What follows belongs to an exercise in optimizing a design on an open flow for small area; a production flow would make more cautious choices.

==> inputs of job 9348 <==
## lhce_parse
module lhce_parse (
    input  wire        clk,
    input  wire        rst,           
    input  wire        start,
    input  wire [3:0]  op,
    input  wire [15:0] src_addr,
    input  wire [15:0] src_len,
    input  wire [31:0] ph_src,
    input  wire [31:0] ph_dst,
    output wire        busy,
    output reg         done,
    output wire        mem_rd,
    output wire [9:0]  mem_addr,
    input  wire [31:0] mem_rdata,
    output wire [3:0]  err_code,
    output wire [3:0]  err_sub,
    output wire [31:0] r_csum,
    output wire [31:0] r_csum_field,
    output wire [31:0] r_ip_len,
    output wire [31:0] r_ip_misc,
    output wire [31:0] r_ip_src,
    output wire [31:0] r_ip_dst,
    output wire [31:0] r_ip_hdr,
    output wire [31:0] r_ip_chk,
    output wire [31:0] r_tcp_ports,
    output wire [31:0] r_tcp_seq,
    output wire [31:0] r_tcp_ack,
    output wire [31:0] r_tcp_ctl,
    output wire [31:0] r_tcp_csum,
    output wire [31:0] r_tcp_hdr,
    output wire [31:0] r_pay,
    output wire [31:0] r_out
);
    localparam [3:0] S_IDLE  = 4'd0;
    localparam [3:0] S_PRE   = 4'd1;    
    localparam [3:0] S_TINIT = 4'd2;    
    localparam [3:0] S_TAIL  = 4'd3;    
    localparam [3:0] S_PS    = 4'd4;    
    localparam [3:0] S_K6    = 4'd5;    
    localparam [3:0] S_TSUM  = 4'd6;    
    localparam [3:0] S_FLUSH = 4'd7;    
    localparam [3:0] S_ISUM  = 4'd8;    
    localparam [3:0] S_CAP   = 4'd9;    
    reg  [3:0]  st;
    reg  [2:0]  opk;       
    reg  [11:0] c_addr;    
    reg  [15:0] c_len;     
    reg  [3:0]  ihl;       
    reg         zq;        
    reg  [12:0] O;         
    reg  [4:0]  k;         
    reg  [15:0] R;         
    reg         cy;        
    reg         sw;        
    reg         addq;      
    reg  [1:0]  lane;      
    reg         m;         
    reg         tok;       
    wire [7:0]  C [0:29];  
    reg  [2:0]  ec, es;
    wire [15:0] q_calc;   wire q_match; wire q_present; wire [15:0] q_field;
    wire [3:0]  q_ihl;    wire [15:0] q_tl; wire [15:0] q_hcs; wire [7:0] q_ttl;
    wire [31:0] q_src, q_dst; wire [11:0] q_ipa; wire [15:0] q_ipcalc; wire q_ipm;
    wire [31:0] q_ports, q_seq, q_ack; wire [15:0] q_win; wire [3:0] q_doff; wire [5:0] q_flags;
  ...
Settings: LEC_CHECK=0, CAP_MARGIN=20, CORE_MARGIN=2, CORE_UTILIZATION=40, CTS_CLUSTER_DIAMETER=90, CTS_CLUSTER_SIZE=30, PLACE_DENSITY=0.6, SLEW_MARGIN=20, SYNTH_HIERARCHICAL=1, SYNTH_MINIMUM_KEEP_SIZE=0; clock period 7.0 ns.
standard.sh (not shown) runs the stock make flow with config.mk's settings and CLKGATE_MAP_FILE= SYNTH_SCRIPT=/design/flow/synth_recipe.tcl, a recipe that flattens the netlist after the stock synthesis.
==> flow/flow/run.sh <==
#!/bin/bash
# Standard layout (the standard.sh, standard synthesis), with the port
# buffers that global placement inserts made of sky130_fd_sc_hd__buf_1 and
# one tie cell per constant value.
set -euo pipefail
export BUFFER_PORTS_ARGS="-buffer_cell sky130_fd_sc_hd__buf_1"
export SKIP_REPAIR_TIE_FANOUT=1
bash standard.sh > standard.log 2>&1
==> inputs of job 4047, as changes to job 9348 <==
--- a/flow/design.v
+++ b/flow/design.v
@@ -39,10 +39,11 @@
     localparam [3:0] S_K6    = 4'd5;    
     localparam [3:0] S_TSUM  = 4'd6;    
     localparam [3:0] S_FLUSH = 4'd7;    
     localparam [3:0] S_ISUM  = 4'd8;    
     localparam [3:0] S_CAP   = 4'd9;    
+    localparam [3:0] S_RCHK  = 4'd10;   
     reg  [3:0]  st;
     reg  [2:0]  opk;       
     reg  [11:0] c_addr;    
     reg  [15:0] c_len;     
     reg  [3:0]  ihl;       
@@ -54,10 +55,11 @@
     reg         sw;        
     reg         addq;      
     reg  [1:0]  lane;      
     reg         m;         
     reg         tok;       
+    reg         rbig;      
     wire [7:0]  C [0:29];  
     reg  [2:0]  ec, es;
     wire [15:0] q_calc;   wire q_match; wire q_present; wire [15:0] q_field;
     wire [3:0]  q_ihl;    wire [15:0] q_tl; wire [15:0] q_hcs; wire [7:0] q_ttl;
     wire [31:0] q_src, q_dst; wire [11:0] q_ipa; wire [15:0] q_ipcalc; wire q_ipm;
@@ -102,72 +104,74 @@
                      {5'd0, k6inj, k6inj, 1'b0};
     wire [8:0] asum = {1'b0, R[7:0]} + {1'b0, ain} + {8'd0, cy};
     wire [15:0] p_tl  = {C[6], C[5]};
     wire [3:0]  p_ihl = C[8][3:0];
     wire [5:0]  p_hl  = {p_ihl, 2'b00};
-    wire [4:0]  p_hl4 = {1'b0, p_ihl} + {4'd0, fr};     
-    wire [16:0] n_tl  = {1'b0, c_len} - {1'b0, p_tl};   
-    wire        tl_over = n_tl[16] | (n_tl[15:2] == 14'd0);
+    wire        tl_over = p_tl > c_len;
     reg  [2:0]  pre_c, pre_s;
     always @(*) begin
         pre_c = 3'd2; pre_s = 3'd0;
         if (fr && {C[10], C[9]} != 16'h0800)    begin pre_c = 3'd1; pre_s = 3'd1; end
-        else if (fr && c_len < 16'd24)           pre_s = 3'd1;
+        else if (fr && c_len < 16'd20)           pre_s = 3'd1;
         else if (p_ihl < 4'd5)                   pre_s = 3'd2;
         else if (mb != 8'd6)                     pre_s = 3'd3;
         else if (C[8][7:4] != 4'd4)              pre_s = 3'd4;
         else if ({10'd0, p_hl} > p_tl)           pre_s = 3'd5;
-        else if ({9'd0, p_hl4, 2'b00} > c_len)   pre_s = 3'd6;
+        else if ({10'd0, p_hl} > c_len)          pre_s = 3'd6;
         else if (fr && tl_over)                  pre_s = 3'd7;
     end
     wire [3:0]  doffn = C[17][7:4];
     wire [5:0]  doffb = {doffn, 2'b00};
     wire        doff_big = (L[15:6] == 10'd0) & (doffb > L[5:0]);
     wire        sum_ok = (fr ? tok : (R == 16'hFFFF)) & ({C[13], C[12]} != 16'hFFFF);
     wire        doff_ok = (doffn >= 4'd5) & ~doff_big;
     wire [15:0] calc    = ~{R[7:0], R[15:8]};
     wire        eq      = (mb == ~R[7:0]);
-    wire [16:0] rng = {1'b0, src_addr} + {1'b0, src_len};
+    wire big_in = (src_addr[15:13] != 3'd0) || (src_addr[12] && src_addr[11:0] != 12'd0) ||
+                  (src_len[15:13] != 3'd0)  || (src_len[12] && src_len[11:0] != 12'd0) ||
+                  (src_addr[12] && src_len != 16'd0);
+    wire rng_bad = rbig | (addr[12] & (addr[11:0] != 12'd0));
     wire        op_ok = (op == 4'd1) | (op == 4'd2) | (op == 4'd3) | (op == 4'd4) | (op == 4'd7);
     wire commit = (st == S_CAP) & (k == 5'd31);
     wire tcp_pass = sum_ok & doff_ok;
     wire c_csum = commit & csum;
     wire c_ip   = commit & (ipc | (fr & tcp_pass));
     wire c_tcp  = commit & (tcpc | fr) & tcp_pass;
     wire c_fr   = commit & fr & tcp_pass;
-    reg  [167:0] cql;       
-    reg  [7:0]   cq29;     
+    reg  [159:0] cql;      
+    reg  [15:0]  cqh;      
     wire [63:0]  cm;       
     wire         idle = (st == S_IDLE);
     always @(posedge clk) begin
-        cql <= {cql[159:0], mb & {8{~zq}}};
-        cq29 <= cm[63:56];
+        cql <= {cql[151:0], mb & {8{~zq}}};
+        cqh <= {cqh[7:0], cm[63:56]};
     end
     lhce_rreg #(64) u_tail (.clk(clk), .e1(idle), .e0(~idle),
-        .d({ph_src, ph_dst}), .q(cm), .h({cm[55:0], cql[167:160]}));
+        .d({ph_src, ph_dst}), .q(cm), .h({cm[55:0], cql[159:152]}));
     genvar gi;
     generate
-        for (gi = 0; gi < 21; gi = gi + 1) begin : g_ch
+        for (gi = 0; gi < 20; gi = gi + 1) begin : g_ch
             assign C[gi] = cql[8*gi+7:8*gi];
         end
-        for (gi = 21; gi < 29; gi = gi + 1) begin : g_cm
-            assign C[gi] = cm[8*(gi-21)+7:8*(gi-21)];
+        for (gi = 20; gi < 28; gi = gi + 1) begin : g_cm
+            assign C[gi] = cm[8*(gi-20)+7:8*(gi-20)];
         end
     endgenerate
-    assign C[29] = cq29;
+    assign C[28] = cqh[7:0];
+    assign C[29] = cqh[15:8];
     reg       fin;
     reg [2:0] fec, fes;
     always @(*) begin
         fin = 1'b0; fec = 3'd0; fes = 3'd0;
         case (st)
-        S_IDLE: if (start) begin
+        S_IDLE: begin fin = start & ~op_ok; fec = 3'd7; fes = 3'd1; end
+        S_RCHK: begin
             fin = 1'b1;
-            if (!op_ok)                                  begin fec = 3'd7; fes = 3'd1; end
-            else if (rng > 17'd4096)                     begin fec = 3'd6; fes = 3'd1; end
-            else if (op[2:0] == 3'd3 && src_len < 16'd20) begin fec = 3'd2; fes = 3'd1; end
-            else if (op[2:0] == 3'd4 && src_len < 16'd20) begin fec = 3'd3; fes = 3'd1; end
-            else if (op[2:0] == 3'd7 && src_len < 16'd4)  begin fec = 3'd1; fes = 3'd2; end
+            if (rng_bad)                           begin fec = 3'd6; fes = 3'd1; end
+            else if (ipc  && c_len < 16'd20)       begin fec = 3'd2; fes = 3'd1; end
+            else if (tcpc && c_len < 16'd20)       begin fec = 3'd3; fes = 3'd1; end
+            else if (fr   && c_len < 16'd4)        begin fec = 3'd1; fes = 3'd2; end
             else fin = 1'b0;
         end
         S_PRE:   begin fin = pre_end & (pre_s != 3'd0); fec = pre_c; fes = pre_s; end
         S_TINIT: begin fin = fr & (L < 16'd20); fec = 3'd3; fes = 3'd1; end
         S_CAP:   begin
@@ -192,20 +196,25 @@
         case (st)
         S_IDLE: begin
             opk    <= op[2:0];
             c_addr <= src_addr[11:0];
             c_len  <= src_len;
-            ihl    <= 4'd0;
+            ihl    <= {3'd0, op[2:0] == 3'd7};    
             zq     <= ((op[2:0] == 3'd1) && src_len < 16'd12) ||
                       ((op[2:0] == 3'd2) && src_len < 16'd18);
-            O      <= (op[2:0] == 3'd7) ? 13'd2 : (op[2:0] == 3'd3) ? 13'h1FFE : 13'd0;
-            k      <= 5'd0;
-            R      <= 16'd0;
-            cy     <= 1'b0;
-            if (start & ~fin)
-                st <= (op[2:0] == 3'd1) ? S_ISUM :
-                      (op[2:0] == 3'd2 || op[2:0] == 3'd4) ? S_TINIT : S_PRE;
+            rbig   <= big_in;
+            O      <= src_len[12:0];                     
+            if (start & ~fin) st <= S_RCHK;
+        end
+        S_RCHK: begin
+            c_len <= L;
+            ihl   <= 4'd0;
+            O     <= fr ? 13'd2 : ipc ? 13'h1FFE : 13'd0;
+            k     <= 5'd0;
+            R     <= 16'd0;
+            cy    <= 1'b0;
+            st    <= fin ? S_IDLE : (opk == 3'd1) ? S_ISUM : (ct | tcpc) ? S_TINIT : S_PRE;
         end
         S_PRE: if (!pre_end) begin
             k <= k + 5'd1;
             if (k == 5'd11) O <= {10'd0, fr, 2'b00};
         end else begin
Settings changed: CORE_UTILIZATION 40 to 75, PLACE_DENSITY 0.6 to 0.88.
==> summary of the runs <==
In job 9348 the sequential cell count is lower than in job 4047, by 1. Against job 9348, the synthesized area of job 4047 is smaller by about 3.2%. Between job 4047 and job 9348, the lower global-route usage is in job 9348 (gap 21 points). Between job 9348 and job 4047, the lower cell count is in job 4047 (gap about 20%, measured against job 4047). In job 9348 the critical path depth is higher than in job 4047, by 7.
==> figures <==
quantity                                                                           job 9348                  job 4047
Worst slack on hold paths                                                          0.337 ns                  0.337 ns
Clock slew seen by the registers of the worst setup and hold paths                  0.11 ns                   0.12 ns
Met1 Use GR                                                                           0.342                     0.599
Fraction of standard cell area in multi-input logic                                   0.364                     0.357
Reg2Reg Capture Point                                                            u_ip.q[68]               u_ip.q[113]
Crit-path slowest cell                                              sky130_fd_sc_hd__o31a_2  sky130_fd_sc_hd__dfxtp_1
Register fraction of the total cell area                                              0.469                     0.504
Run status                                                         timing/DRC/antenna clean  timing/DRC/antenna clean
Synthesized flop and latch total                                                        708                       709
Vias per inst                                                                          5.59                      6.84
Via count                                                                             21800                     22400
Function was not checked in any run of this note: the RTL went through the layout flow alone.

## static timing again, ports no longer ideal
How much do the figures lean on ideal ports? The routed layouts below were timed once more, with nothing changed but the port constraints. Step 1: set_driving_cell puts a clkbuf_16 on clk and a buf_2 on each other input, an assumption about the parent block. Step 2 moves the port delays by t, midway between the first and last clock arrival at a register: inputs arrive t later, outputs are due t later. That takes back most of the time a late clock gives input paths. a / b / c = ideal / step 1 / step 2; a / b = the first two.
run	shift t [ns]	setup WS [ns]	hold slack, ns
job 9348	0.658	1.884 / 1.829 / 1.484	0.337 / 0.337 / 0.337
job 4047	0.657	1.610 / 1.551 / 1.680	0.337 / 0.337 / 0.337
After both steps every run listed still meets setup and hold. For job 9348, which loses most, drivers alone change the setup slack by -0.055 ns; drivers and shift together by -0.400 ns.
